Source: an optimization exercise on an open RTL-to-GDS flow (aim: small area, a short achievable clock period and few clock cycles per item). Production flows keep margins and buffers that such runs may drop. Function was checked by simulation only, so behaviour that the tests miss may differ from the original.

==> run a: inputs <==
==> flow/design.v (excerpt) <==
module cvdsp_noise (
    input  wire        clk,
    input  wire        rst,           
    input  wire        start,
    input  wire [1:0]  op,
    input  wire        clk_flag,      
    input  wire        hold_flag,     
    input  wire [2:0]  scale_sel,     
    input  wire [31:0] now,           
    input  wire [7:0]  pot_a,         
    input  wire [7:0]  pot_b,         
    input  wire [7:0]  pot3,          
    input  wire [15:0] raw_a,         
    input  wire [15:0] raw_b,         
    input  wire [31:0] arg,           
    input  wire [31:0] cfg_tmin,      
    input  wire [31:0] cfg_tmax,      
    input  wire [15:0] cfg_ext_thresh,  
    input  wire [31:0] cfg_pulse_us,  
    output wire        done,
    output wire  [13:0] quant_mv,      
    output wire         pulse,         
    output wire  [1:0]  fired,         
    output wire  [31:0] seed,          
    output wire  [13:0] cur_a,         
    output wire  [13:0] cur_b,         
    output wire  [31:0] last_a,        
    output wire  [31:0] last_b,        
    output wire  [2:0]  scale,         
    output wire         armed,         
    output wire  [31:0] pulse_until    
);
clock: 22.0 ns
lec_check: 0
abc_area: 1
cap_margin: 20
core_margin: 2
core_utilization: 60
place_density: 0.75
slew_margin: 20
run.sh (not shown) runs the stock make flow with config.mk's settings and CLKGATE_MAP_FILE= SYNTH_SCRIPT=/design/flow/synth_recipe.tcl, a recipe that flattens the netlist after the stock synthesis.
==> inputs of run b, as changes to run a <==
- CORE_UTILIZATION: 60 -> 40
- PLACE_DENSITY: 0.75 -> 0.6
==> impl_metrics.yaml <==
global_route:
  use_met1_pct: 41.5
  track_usage_pct: 32.6
run_status:
  status: "complete, no violations"
worst_setup_path:
  rr_startpoint: "st_seed[7]"
  cpPeakStageDelay_ns: 0.75
  cp-startpoint: "p1_v1[6]"
placed_design:
  place_inst: 13600
die:
  tap-cell-count: 2640
clocking:
  path_clk_slew_ns: 0.06
# the run above: run b

==> impl_metrics.yaml <==
run_status:
  status: "complete, no violations"
clocking:
  path_clk_slew_ns: 0.07
global_route:
  track_usage_pct: 42.2
  use_met1_pct: 54.1
worst_setup_path:
  rr_startpoint: "st_seed[6]"
placed_design:
  place_inst: 12700
die:
  tap-cell-count: 1755
# the run above: run a

Testbench counts of run a, summed over its fixed seeds: cycles 12,000, commands 12,000.
Testbench counts of run b, summed over its fixed seeds: cycles 12,000, commands 12,000.

---

==> 04-24: inputs <==
cvdsp_noise, a different RTL version from the one above (not shown whole).
Settings: LEC_CHECK=0, ABC_AREA=1, CAP_MARGIN=20, CORE_MARGIN=2, CORE_UTILIZATION=40, PLACE_DENSITY=0.6, SLEW_MARGIN=20; clock period 22.0 ns.
standard.sh (not shown) runs the stock make flow with config.mk's settings and CLKGATE_MAP_FILE= SYNTH_SCRIPT=/design/flow/synth_recipe.tcl, a recipe that flattens the netlist after the stock synthesis.
==> flow/flow/run.sh <==
#!/bin/bash
# The standard layout, with plain buffers (sky130_fd_sc_hd__buf_2) on the
# ports instead of buffer_ports's default choice, and timing repair asked for
# 9.5 ns of setup slack at the design's clock period.
# The make output goes to layout.log here; ORFS's per-step logs stay under orfs/logs.
set -euo pipefail
export BUFFER_PORTS_ARGS="-buffer_cell sky130_fd_sc_hd__buf_2"
export SETUP_SLACK_MARGIN=9.5
bash standard.sh > layout.log 2>&1
==> 01-06 (differences from 04-24) <==
--- a/flow/design.v
+++ b/flow/design.v
@@ -2207,37 +2207,38 @@
             if (s == 3'd0)
                 quantize = v;
             else
                 quantize = oct_mv(os[7:4] + {3'd0, pg[10]}) + {4'd0, pg[9:0]};
         end
     endfunction
     reg [31:0] st_sbase;     
-    reg [1:0]  st_sn;
     reg [31:0] st_last_a, st_last_b;    
     reg [2:0]  st_scale;
     reg [13:0] st_cur_a, st_cur_b;
     reg        st_armed;
     reg [31:0] st_until;
     reg        p1_valid;
     reg        p1_tick;
     reg        p1_q;
     reg        p1_fa, p1_fb;
+    reg        p1_draw;
     reg [31:0] p1_now;
     reg [31:0] p1_x;         
     reg        p1_pus_pos;   
     reg [13:0] p1_v1, p1_v2;
     reg [2:0]  p1_scl;       
     wire [31:0] x1 = xorshift(st_sbase);
     wire [31:0] x2 = xorshift(x1);
     wire [31:0] x3 = xorshift(x2);
     wire [31:0] x4 = xorshift(x3);
-    wire [31:0] seed_r = (st_sn == 2'd0) ? st_sbase : (st_sn == 2'd1) ? x1 : x2;
-    wire [31:0] s1 = (st_sn == 2'd0) ? x1 : (st_sn == 2'd1) ? x2 : x3;
-    wire [11:0] r1 = s1[11:0];
-    wire [11:0] r2 = (st_sn == 2'd0) ? x2[11:0] : (st_sn == 2'd1) ? x3[11:0] : x4[11:0];
+    wire        n2 = p1_fa && p1_fb;
+    wire        n1 = !n2 && (p1_fa || p1_fb || p1_draw);
+    wire [31:0] seed_r = n2 ? x2 : n1 ? x1 : st_sbase;
+    wire [11:0] r1 = n2 ? x3[11:0] : n1 ? x2[11:0] : x1[11:0];
+    wire [11:0] r2 = n2 ? x4[11:0] : n1 ? x3[11:0] : x2[11:0];
     wire [31:0] last_ra = p1_fa ? p1_now : st_last_a;
     wire [31:0] last_rb = p1_fb ? p1_now : st_last_b;
     wire [26:0] cb_a = {cube_booth_hi(pot_a), cube_booth_lo(pot_a)};
     wire [26:0] cb_b = {cube_booth_hi(pot_b), cube_booth_lo(pot_b)};
     wire [32:0] m_span = {1'b0, cfg_tmin} - {1'b0, cfg_tmax};
     wire [31:0] el_a = now - last_ra;
     wire [31:0] el_b = now - last_rb;
@@ -2473,32 +2474,32 @@
         p1_v1      <= in_q ? arg_c : t1[37:24];
         p1_v2      <= t2[37:24];
         p1_scl     <= scale_sel;
         p1_q       <= in_q;
         if (rst) begin
             p1_valid  <= 1'b0;
             p1_tick   <= 1'b0;
+            p1_draw   <= 1'b0;
             p1_fa     <= 1'b0;
             p1_fb     <= 1'b0;
             st_sbase  <= 32'd1;
-            st_sn     <= 2'd0;
             st_last_a <= 32'd0;
             st_last_b <= 32'd0;
             st_scale  <= 3'd0;
             st_cur_a  <= 14'd5000;
             st_cur_b  <= 14'd5000;
             st_armed  <= 1'b0;
             st_until  <= 32'd0;
         end else begin
             p1_valid  <= start;
             p1_tick   <= in_tick;
+            p1_draw   <= start && (op == OP_DRAW);
             p1_fa     <= fire_a;
             p1_fb     <= fire_b;
             st_sbase  <= (start && op == OP_SEED) ? arg : seed_r;
-            st_sn     <= (start && op == OP_DRAW) ? 2'd1 : {1'b0, fire_a} + {1'b0, fire_b};
             if (start && in_tick && hold_flag)
                 st_scale <= ({3'd0, pot3} * 11'd6) >> 8;
             st_last_a <= last_ra;
             st_last_b <= last_rb;
             st_cur_a  <= cur_a;
             st_cur_b  <= cur_b;
             st_armed  <= armed;
==> flow/flow/run.sh (replaced) <==
#!/bin/bash
# The standard layout, with plain buffers (sky130_fd_sc_hd__buf_2) on the
# ports instead of buffer_ports's default choice, and timing repair asked for
# 9 ns of setup slack at the design's clock period.
# The make output goes to layout.log here; ORFS's per-step logs stay under orfs/logs.
set -euo pipefail
export BUFFER_PORTS_ARGS="-buffer_cell sky130_fd_sc_hd__buf_2"
export SETUP_SLACK_MARGIN=9
bash standard.sh > layout.log 2>&1
==> flow/config.mk (replaced) <==
export PLATFORM = sky130hd
export DESIGN_NAME = cvdsp_noise
export DESIGN_NICKNAME = cvdsp_noise
export VERILOG_FILES = /design/flow/design.v
export SDC_FILE = /design/flow/constraint.sdc
export NUM_CORES = 4
export LEC_CHECK = 0
export ABC_AREA = 0
export CAP_MARGIN = 20
export CORE_MARGIN = 2
export CORE_UTILIZATION = 40
export PLACE_DENSITY = 0.6
export SLEW_MARGIN = 20
==> comparison table <==
|  | 04-24 | 01-06 |
|---|---|---|
| Outcome | no timing/DRC/antenna violations | no timing/DRC/antenna violations |
| Synth Cell Area | 82700 µm² | 84400 µm² |
| Number of ordinary and repair buffers in the finished layout | 1021 | 1028 |
| Die Height | 459 µm | 463 µm |
| Total area of multi-input combinational cells | 72900 µm² | 76500 µm² |
| Post-CTS setup buffer count | 199 | 228 |
| Dpl cells | 14900 | 13700 |
| Effective utilization at floorplan | 40.3% | 40.3% |
| Share of the synthesized area in the top cell type | 17.6% | 17.2% |
| Maximum clock rate | 79.1 MHz | 71.8 MHz |
| Post-Synth Adder-Cell Area | 30.9% | 30.1% |
| Utilization of the core after routing | 47.9% | 47.4% |
| Clock tree cell share of total cell area | 1.04% | 0.999% |
| Post-Place Worst Slack | 6.39 ns | 5.93 ns |
Testbench counts of 04-24, summed over its fixed seeds: cycles 12,000, commands 12,000.
Testbench counts of 01-06, summed over its fixed seeds: cycles 12,000, commands 12,000.

==> re-timing with driven ports <==
No port has a modelled driver above. Below, the same layouts with a new extraction and two added sets of constraints.
Step 1 sets driving cells, clkbuf_16 on the clock port and buf_2 on the other inputs (assumed; they add their load-dependent delay and slew).
Step 2 times the ports against the registers' clock, not the clock port: input delays grow and output delays shrink by t, the midpoint of the rising clock arrivals with the driver on.
Three values: no drivers, after step 1, after step 2; two values: the first two.
run	t, ns	setup slack, ns	worst setup path after step 2	worst slew at a driven data input, ns	cell pins on the clock port's net
run a	0.672	5.636 / 5.681 / 5.009	input to register	0.20	1
run b	0.679	5.692 / 5.628 / 5.226	input to register	0.25	1
04-24	0.704	9.360 / 9.323 / 8.670	input to register	0.16	1
01-06	0.728	8.074 / 7.955 / 7.227	input to register	0.23	1
After both steps every run listed still meets setup and hold. For 01-06, which loses most, drivers alone change the setup slack by -0.119 ns; drivers and shift together by -0.847 ns.
